This is an optimization exercise on Yosys and OpenROAD, whose aim is small area, a short achievable clock period and few clock cycles, not a production implementation. Function was checked by simulation only, so behaviour that the tests miss may differ from the original. Power and IR drop assume default switching activity.

`design/flow/run.sh`:
```
#!/bin/bash
# synth_recipe.tcl (not shown) runs the flow's synth.tcl, then flattens the netlist and writes it again
# the make line also repeats each setting of config.mk as NAME=value (left out here)
make -C /OpenROAD-flow-scripts/flow DESIGN_CONFIG=/design/flow/config.mk WORK_HOME=/design/flow/orfs CLKGATE_MAP_FILE= SYNTH_SCRIPT=/design/flow/synth_recipe.tcl finish
```
`design/flow/constraint.sdc`:
```
create_clock -name core_clock -period 11.0 [get_ports {clk}]
set_input_delay 2.2000 -clock core_clock [delete_from_list [all_inputs] [get_ports {clk}]]
set_output_delay 2.2000 -clock core_clock [all_outputs]
set_load 0.01 [all_outputs]
```
`design/flow/config.mk`:
```
export PLATFORM = sky130hd
export DESIGN_NAME = dfa_fe
export DESIGN_NICKNAME = dfa_fe
export VERILOG_FILES = /design/flow/design.v
export SDC_FILE = /design/flow/constraint.sdc
export NUM_CORES = 4
export LEC_CHECK = 0
export CAP_MARGIN = 20
export CORE_MARGIN = 2
export CORE_UTILIZATION = 40
export SLEW_MARGIN = 20
```
`design/flow/design.v`:
```
module dfa_fe (
    input  wire        clk,
    input  wire        rst,           
    input  wire        bus_en,
    input  wire        bus_we,
    input  wire [3:0]  bus_addr,      
    input  wire [31:0] bus_wdata,
    output reg  [31:0] bus_rdata,
    output wire        out_valid,
    input  wire        out_ready,
    output reg  [7:0]  out_data,
    output wire [31:0] out_msg_id,
    output wire [31:0] out_frag_id,
    output wire        out_sof,
    output wire        out_eof
);
    localparam [3:0] A_CMD        = 4'h0,
                     A_STATUS     = 4'h1,
                     A_CFG_N      = 4'h2,
                     A_CFG_P      = 4'h3,
                     A_CFG_C      = 4'h4,
                     A_MSG_ID     = 4'h5,
                     A_ACT_N      = 4'h6,
                     A_ACT_P      = 4'h7,
                     A_ACT_C      = 4'h8,
                     A_CUR_MSG    = 4'h9,
                     A_CUR_FRAG   = 4'hA,
                     A_FRAG_TOTAL = 4'hB;
    localparam [3:0] E_NONE      = 4'h0,
                     E_MSG_COUNT = 4'h1,
                     E_PAY_NEG   = 4'h2,
                     E_CW_NONPOS = 4'h3,
                     E_CW_SMALL  = 4'h4,
                     E_NO_ROOM   = 4'h5,
                     E_NOT_CFG   = 4'h8,
                     E_BAD_ID    = 4'h9,
                     E_ILLEGAL   = 4'hF;
    reg [31:0] cfg_n, cfg_p, cfg_c, msg_id;
    reg [31:0] act_n, act_p, act_c;
    reg [31:0] cur_msg, cur_frag, frag_total, last_msg, byte_idx;
    reg [31:0] pay_left;              
    reg        busy, done, cfg_valid, dropped;
    reg [3:0]  err;
    reg        div_active;
    reg [5:0]  div_cnt;
    reg [31:0] div_quo;               
    reg [31:0] div_rem;
    reg [31:0] div_dsr;
    wire [32:0] div_trial = {1'b0, div_rem[30:0], div_quo[31]} - {1'b0, div_dsr};
    wire [31:0] status_word = {24'd0, err, dropped, cfg_valid, done, busy};
    always @(*) begin
        case (bus_addr)
            A_STATUS:     bus_rdata = status_word;
            A_CFG_N:      bus_rdata = cfg_n;
            A_CFG_P:      bus_rdata = cfg_p;
            A_CFG_C:      bus_rdata = cfg_c;
            A_MSG_ID:     bus_rdata = msg_id;
            A_ACT_N:      bus_rdata = act_n;
            A_ACT_P:      bus_rdata = act_p;
            A_ACT_C:      bus_rdata = act_c;
            A_CUR_MSG:    bus_rdata = cur_msg;
            A_CUR_FRAG:   bus_rdata = cur_frag;
            A_FRAG_TOTAL: bus_rdata = frag_total;
            default:      bus_rdata = 32'd0;
        endcase
    end
    wire        cmd_wr   = bus_en && bus_we && (bus_addr == A_CMD);
    wire [31:0] cmd      = bus_wdata;
    wire        cmd_legal = (cmd[31:4] == 28'd0) && (cmd[3:0] < 4'h4);
    wire signed [31:0] vn = cfg_n;
    wire signed [31:0] vp = cfg_p;
    wire signed [31:0] vc = cfg_c;
    reg  [3:0]  cfg_err;
    always @(*) begin
        if (vn <= 0)                 cfg_err = E_MSG_COUNT;
        else if (vp < 0)             cfg_err = E_PAY_NEG;
        else if (vc <= 0)            cfg_err = E_CW_NONPOS;
        else if (vc < 12)            cfg_err = E_CW_SMALL;
        else if (vc == 12 && vp > 0) cfg_err = E_NO_ROOM;
        else                         cfg_err = E_NONE;
    end
    wire [31:0] ppf        = act_c - 32'd12;
    wire [32:0] total_len  = {1'b0, act_p} + 33'd12;
    wire        fragmented = total_len > {1'b0, act_c};
    wire [31:0] frag_size = !fragmented       ? act_p :
                            (pay_left > ppf)  ? ppf   : pay_left;
    wire [32:0] pay_end   = {1'b0, frag_size} + 33'd8;    
    wire [32:0] foot_end  = {1'b0, frag_size} + 33'd12;   
    wire [32:0] foot_k    = {1'b0, byte_idx} - pay_end;
    wire        last_frag = (cur_frag == frag_total);
    wire [31:0] msg_m1    = cur_msg - 32'd1;
    wire [31:0] frag_m2   = cur_frag - 32'd2;
    reg  [7:0]  foot_byte;
    always @(*) begin
        if (last_frag) begin
            case (foot_k[1:0])              
                2'd0: foot_byte = 8'hAA;
                2'd1: foot_byte = 8'hBB;
                2'd2: foot_byte = 8'hCC;
                default: foot_byte = 8'hDD;
            endcase
        end else begin
            case (foot_k[1:0])              
                2'd0: foot_byte = 8'h11;
                2'd1: foot_byte = 8'h22;
                2'd2: foot_byte = 8'h33;
                default: foot_byte = 8'h44;
            endcase
        end
    end
    always @(*) begin
        if (byte_idx < 32'd6)
            out_data = 8'h07;
        else if (byte_idx == 32'd6)
            out_data = {6'd0, msg_m1[1:0]};
        else if (byte_idx == 32'd7)
            out_data = (cur_frag == 32'd1) ? 8'hD5 : {6'd0, frag_m2[1:0]};
        else if ({1'b0, byte_idx} < pay_end)
            out_data = 8'hFF;
        else if ({1'b0, byte_idx} < foot_end)
            out_data = foot_byte;
        else
            out_data = 8'h00;
    end
    assign out_valid   = busy && !div_active;
    assign out_msg_id  = cur_msg;
    assign out_frag_id = cur_frag;
    assign out_sof     = (byte_idx == 32'd0);
    assign out_eof     = (byte_idx == act_c - 32'd1);
    wire xfer       = out_valid && out_ready;
    wire frame_end  = byte_idx == act_c - 32'd1;
    always @(posedge clk) begin
        if (rst) begin
            cfg_n      <= 32'd0;
            cfg_p      <= 32'd0;
            cfg_c      <= 32'd0;
            msg_id     <= 32'd0;
            act_n      <= 32'd0;
            act_p      <= 32'd0;
            act_c      <= 32'd0;
            cur_msg    <= 32'd0;
            cur_frag   <= 32'd0;
            frag_total <= 32'd0;
            last_msg   <= 32'd0;
            byte_idx   <= 32'd0;
            pay_left   <= 32'd0;
            busy       <= 1'b0;
            done       <= 1'b0;
            cfg_valid  <= 1'b0;
            dropped    <= 1'b0;
            err        <= E_NONE;
            div_active <= 1'b0;
            div_cnt    <= 6'd0;
            div_quo    <= 32'd0;
            div_rem    <= 32'd0;
            div_dsr    <= 32'd0;
        end else begin
            if (bus_en && bus_we) begin
                case (bus_addr)
                    A_CFG_N:  cfg_n  <= bus_wdata;
                    A_CFG_P:  cfg_p  <= bus_wdata;
                    A_CFG_C:  cfg_c  <= bus_wdata;
                    A_MSG_ID: msg_id <= bus_wdata;
                    default: ;
                endcase
            end
            if (cmd_wr) begin
                if (busy) begin
                    if (cmd != 32'd0)
                        dropped <= 1'b1;
                end else if (cmd != 32'd0) begin
                    done    <= 1'b0;
                    err     <= E_NONE;
                    dropped <= 1'b0;
                    if (!cmd_legal) begin
                        err <= E_ILLEGAL;
                    end else begin
                        case (cmd[1:0])
                            2'd1: begin  
                                if (cfg_err != E_NONE) begin
                                    cfg_valid <= 1'b0;
                                    err       <= cfg_err;
                                end else begin
                                    act_n     <= cfg_n;
                                    act_p     <= cfg_p;
                                    act_c     <= cfg_c;
                                    cfg_valid <= 1'b1;
                                    done      <= 1'b1;
                                end
                            end
                            2'd2, 2'd3: begin  
                                if (!cfg_valid) begin
                                    err <= E_NOT_CFG;
                                end else if (cmd[1:0] == 2'd3 && $signed(msg_id) <= 0) begin
                                    err <= E_BAD_ID;
                                end else begin
                                    cur_msg  <= (cmd[1:0] == 2'd2) ? 32'd1 : msg_id;
                                    last_msg <= (cmd[1:0] == 2'd2) ? act_n : msg_id;
                                    cur_frag <= 32'd1;
                                    byte_idx <= 32'd0;
                                    pay_left <= act_p;
                                    busy     <= 1'b1;
                                    if (fragmented) begin
                                        div_active <= 1'b1;
                                        div_cnt    <= 6'd0;
                                        div_quo    <= act_p + ppf - 32'd1;
                                        div_rem    <= 32'd0;
                                        div_dsr    <= ppf;
                                    end else begin
                                        frag_total <= 32'd1;
                                    end
                                end
                            end
                            default: ;
                        endcase
                    end
                end
            end
            if (div_active) begin
                if (!div_trial[32]) begin
                    div_rem <= div_trial[31:0];
                    div_quo <= {div_quo[30:0], 1'b1};
                end else begin
                    div_rem <= {div_rem[30:0], div_quo[31]};
                    div_quo <= {div_quo[30:0], 1'b0};
                end
                div_cnt <= div_cnt + 6'd1;
                if (div_cnt == 6'd31) begin
                    div_active <= 1'b0;
                    frag_total <= {div_quo[30:0], !div_trial[32]};
                end
            end
            if (xfer) begin
                if (!frame_end) begin
                    byte_idx <= byte_idx + 32'd1;
                end else begin
                    byte_idx <= 32'd0;
                    if (cur_frag < frag_total) begin
                        cur_frag <= cur_frag + 32'd1;
                        pay_left <= pay_left - ppf;
                    end else if (cur_msg < last_msg) begin
                        cur_msg  <= cur_msg + 32'd1;
                        cur_frag <= 32'd1;
                        pay_left <= act_p;
                    end else begin
                        busy <= 1'b0;
                        done <= 1'b1;
                    end
                end
            end
        end
    end
endmodule
```
==> impl_metrics.json <==
{
  "syn-cell-area_um2": 37200,
  "ff2ff_path_depth": 22,
  "drv_cap": 0,
  "gp_congestion": 1.039,
  "ir_drop_mv": 0.09426,
  "nets": 5325,
  "synthCells": 4916,
  "wirelength_mm": 172.3,
  "dp_hpwl_mm": 128.4,
  "fin_crit_sh": 0.9688,
  "outcome": "no timing/DRC/antenna violations",
  "antenna_found_initial": 11,
  "grt_pass1_vias": 35700,
  "slew_violations": 0,
  "avgSynthCellArea_um2": 7.566,
  "powerDensity_nw_per_um2": 101.6,
  "clkSinkCount": 526,
  "async_flop_share": 0,
  "slew_headroom": 0.1615,
  "die-width_um": 308.9,
  "synth_nets": 5249,
  "synth-seq-cells": 526,
  "slowest_stage": "or4_4",
  "worstPathRequired_ps": 8800,
  "yosysWarnings": 1,
  "hold_path.class": "reg -> reg",
  "grt_first_pass_wirelength_mm": 248.9,
  "cp.depth": 34,
  "worst_setup_path_end_kind": "output pin",
  "coreArea_um2": 91940,
  "period_minus_slack_ps": 10660,
  "ys_types": 100,
  "fin_tns_setup_ps": 0,
  "ant_nets": 0,
  "endpoint": "out_data[2]",
  "critPathKind": "reg -> out",
  "cts_buffers": 67,
  "syn_to_final_growth_pct": 15.79,
  "cts-root-buf": "clkbuf_16",
  "max_clock_freq_mhz": 93.84,
  "grt_max_degree": 167,
  "vias_per_cell": 6.193,
  "final_layout_size_suffix_gt1_frac": 0.08333,
  "fin_skew_ps": 53.72,
  "grt.overflow.total": 0,
  "dr.pass1.iters": 9,
  "finalSetupViolCount": 0,
  "wl_per_cell_um": 27.41,
  "tightest_slew_ps": 1249,
  "cp-start-kind": "register",
  "fp.dieH_um": 308.9,
  "r2r_end": "div_quo[31]$_SDFFE_PP0P_",
  "whs_path_depth": 2,
  "fin_total_pwr_mw": 4.376,
  "cts_buffer_depth": 3,
  "cts_htree_levels": 3,
  "core.rowCount": 111,
  "critPathBufInv": 3,
  "dieArea_um2": 95440,
  "path_delay_family": "simple AND/OR/NAND/NOR gates",
  "cp_max_fo": 5,
  "clk_pin_slew_ps": 70,
  "hold_violations": 0,
  "p_leak_nw": 16.90,
  "synth-edff-count": 0,
  "r2r_slack_ps": 5070,
  "start_util": 0.4046,
  "seq_area_frac_synth": 0.2831,
  "cts_tree": "built",
  "drt_iter0_drc": 5153,
  "track_usage": 0.3534,
  "slowest_delay_ps": 570,
  "num_vias": 38940,
  "rr_startpoint": "act_c[3]$_SDFFE_PP0P_",
  "synthFlopType": "dfxtp_1",
  "drc": 0,
  "port_buffers": 147,
  "clock_latency_ps": 650,
  "cp-startpoint": "act_c[13]$_SDFFE_PP0P_",
  "arrival_ps": 8460,
  "num_io_pins": 148
}
-- where the power goes --
| part | switching, mW | total, mW | internal (mW) |
|---|---|---|---|
| combinational | 0.103 | 0.134 | 0.0308 |
| sequential | 0.00648 | 1.92 | 1.91 |
| clock | 0.956 | 2.33 | 1.37 |
| total | 1.07 | 4.38 | 3.31 |
-- per-layer routing --
metal,wire length [um],global-route usage
met2,72640,0.5334
met1,67520,0.4439
met4,14720,0.2549
met5,73,0
met3,17360,0.07886
-- synth_stat cells, types with 9 or more instances --
library cell	number	share of area
a41oi_1	14	0.0033
clkbuf_1	268	0.027
a21oi_1	485	0.065
a22oi_1	100	0.020
a211o_1	10	0.0024
or4_1	10	0.0020
o211ai_1	10	0.0020
a22o_1	52	0.012
or2_2	16	0.0027
a311oi_1	44	0.010
nor2b_1	36	0.0061
o21ai_0	212	0.029
a31oi_1	51	0.0086
nor2_1	500	0.050
xnor2_1	166	0.039
a221oi_1	63	0.015
nand4_1	71	0.012
a211oi_1	72	0.015
o31ai_1	17	0.0034
nand2_1	608	0.061
a2111oi_0	9	0.0021
ha_1	289	0.097
nor3_1	83	0.011
o31a_1	9	0.0021
o21a_1	32	0.0065
inv_1	259	0.026
nor4_1	82	0.014
a21o_1	90	0.018
or3_1	33	0.0056
and3_1	75	0.013
o21bai_1	11	0.0022
nand2b_1	43	0.0072
mux2i_1	107	0.029
and2_1	37	0.0062
nand3_1	96	0.013
buf_1	31	0.0031
buf_2	13	0.0017
dfxtp_1	526	0.28
xor2_1	81	0.019
nor3b_1	25	0.0050
nand3b_1	30	0.0061
-- cell type report --
cell class                      count  area, um2
Fill cell                        9396      48870
Multi-Input combinational cell   3812      24890
Sequential cell                   526      10530
Timing Repair Buffer              325       2860
Clock buffer                       94       1929
Tap cell                         1243       1555
Inverter                          260      975.9
Clock inverter                     23      320.3
Antenna cell                        4      10.01
-- through the flow --
step	cells	utilization	worst slack, ps	instance area [um2]	hold WS [ps]
2_1_floorplan	4916	-	593.6	37200	431.5
5_1_grt	6284	0.4684	-19.05	43060	496.0
6_report	6287	0.4685	343.0	43070	463.5
3_3_place_gp	6150	0.4384	378.9	40310	442.5
3_5_place_dp	6151	0.4388	164.9	40340	446.9
4_1_cts	6272	0.4641	5.625	42670	462.1
-- worst min-delay path: cells and delay by family, from the launching register on --
| kind | cells | cell delay (ps) |
|---|---|---|
| flops | 1 | 310 |
| simple gates | 1 | 50 |
| compound gates | 1 | 50 |
-- cell families (layout without fill, tap and decap cells) --
family                   after synthesis  after routing  share of synthesized area
flip-flops                           526            526                     0.2831
AND/OR/NAND/NOR                     1792           1792                     0.2279
multiplexers                         114            114                    0.03091
other                                  0              4                          0
adder cells (fa/ha/maj)              298            298                     0.1004
XOR/XNOR                             252            252                    0.06119
buffers and inverters                578            702                    0.05967
AO/OA/AOI/OAI                       1356           1356                     0.2368
-- repair_timing --
action | 4_1_cts | 5_1_grt
endpoints found under the hold margin | 0 | 0
hold buffers | 0 | 0
setup buffers | 4 | 11
setup endpoints to repair | 8 | 8
pin swaps | 3 | 17
resized for setup | 10 | 65
-- how the worst min path moves through the flow --
| stage | startpoint | to | slack (ps) |
|---|---|---|---|
| 2_1_floorplan | div_rem[30]$_SDFFE_PP0P_ | div_rem[30]$_SDFFE_PP0P_ | 430 |
| 3_3_place_gp | last_msg[31]$_SDFFE_PP0P_ | last_msg[31]$_SDFFE_PP0P_ | 440 |
| 3_5_place_dp | last_msg[31]$_SDFFE_PP0P_ | last_msg[31]$_SDFFE_PP0P_ | 450 |
| 4_1_cts | last_msg[31]$_SDFFE_PP0P_ | last_msg[31]$_SDFFE_PP0P_ | 460 |
| 5_1_grt | div_dsr[0]$_SDFFE_PP0P_ | div_dsr[0]$_SDFFE_PP0P_ | 500 |
| 6_report | last_msg[31]$_SDFFE_PP0P_ | last_msg[31]$_SDFFE_PP0P_ | 460 |
-- cell usage in the layout, fill, tap and decap left out, types with 68 or more instances in the layout --
cell type / netlist / layout
o21ai_0: 212 / 209
mux2i_1: 107 / 107
a21o_1: 90 / 90
xor2_1: 81 / 81
nand2_1: 608 / 604
and3_1: 75 / 71
a21oi_1: 485 / 481
inv_1: 259 / 259
buf_4: 3 / 173
nand3_1: 96 / 92
a22oi_1: 100 / 100
nor2_1: 500 / 490
clkbuf_16: 0 / 68
a211oi_1: 72 / 70
xnor2_1: 166 / 160
nor4_1: 82 / 79
ha_1: 289 / 289
clkdlybuf4s50_1: 0 / 146
nor3_1: 83 / 75
dfxtp_1: 526 / 524
nand4_1: 71 / 71
Testbench counts, summed over its fixed seeds: cycles 65,691.

==> afterwards: timing with drivers on the ports <==
The flow's constraints put no driver on any port. The routed layout listed below was extracted and timed again, unchanged, in two steps. Step 1: set_driving_cell puts a clkbuf_16 on clk and a buf_2 on each other input, an assumption about the parent block. Step 2 times the ports against the registers' clock, not the clock port: input delays grow and output delays shrink by t, the midpoint of the rising clock arrivals with the driver on. Slacks: no drivers / after step 1 / after step 2; pairs: no drivers / after step 1.
t, ns: 0.695
setup WS [ns]: 0.343 / 0.272 / 0.967
worst hold slack (ns): 0.464 / 0.464 / 0.464
clock arrival spread, ns: 0.054 / 0.054
worst slew at a driven data input, ns: 0.22
After both steps this run still meets setup and hold. The setup slack of this run moves by -0.071 ns with the drivers and by +0.624 ns with both steps.
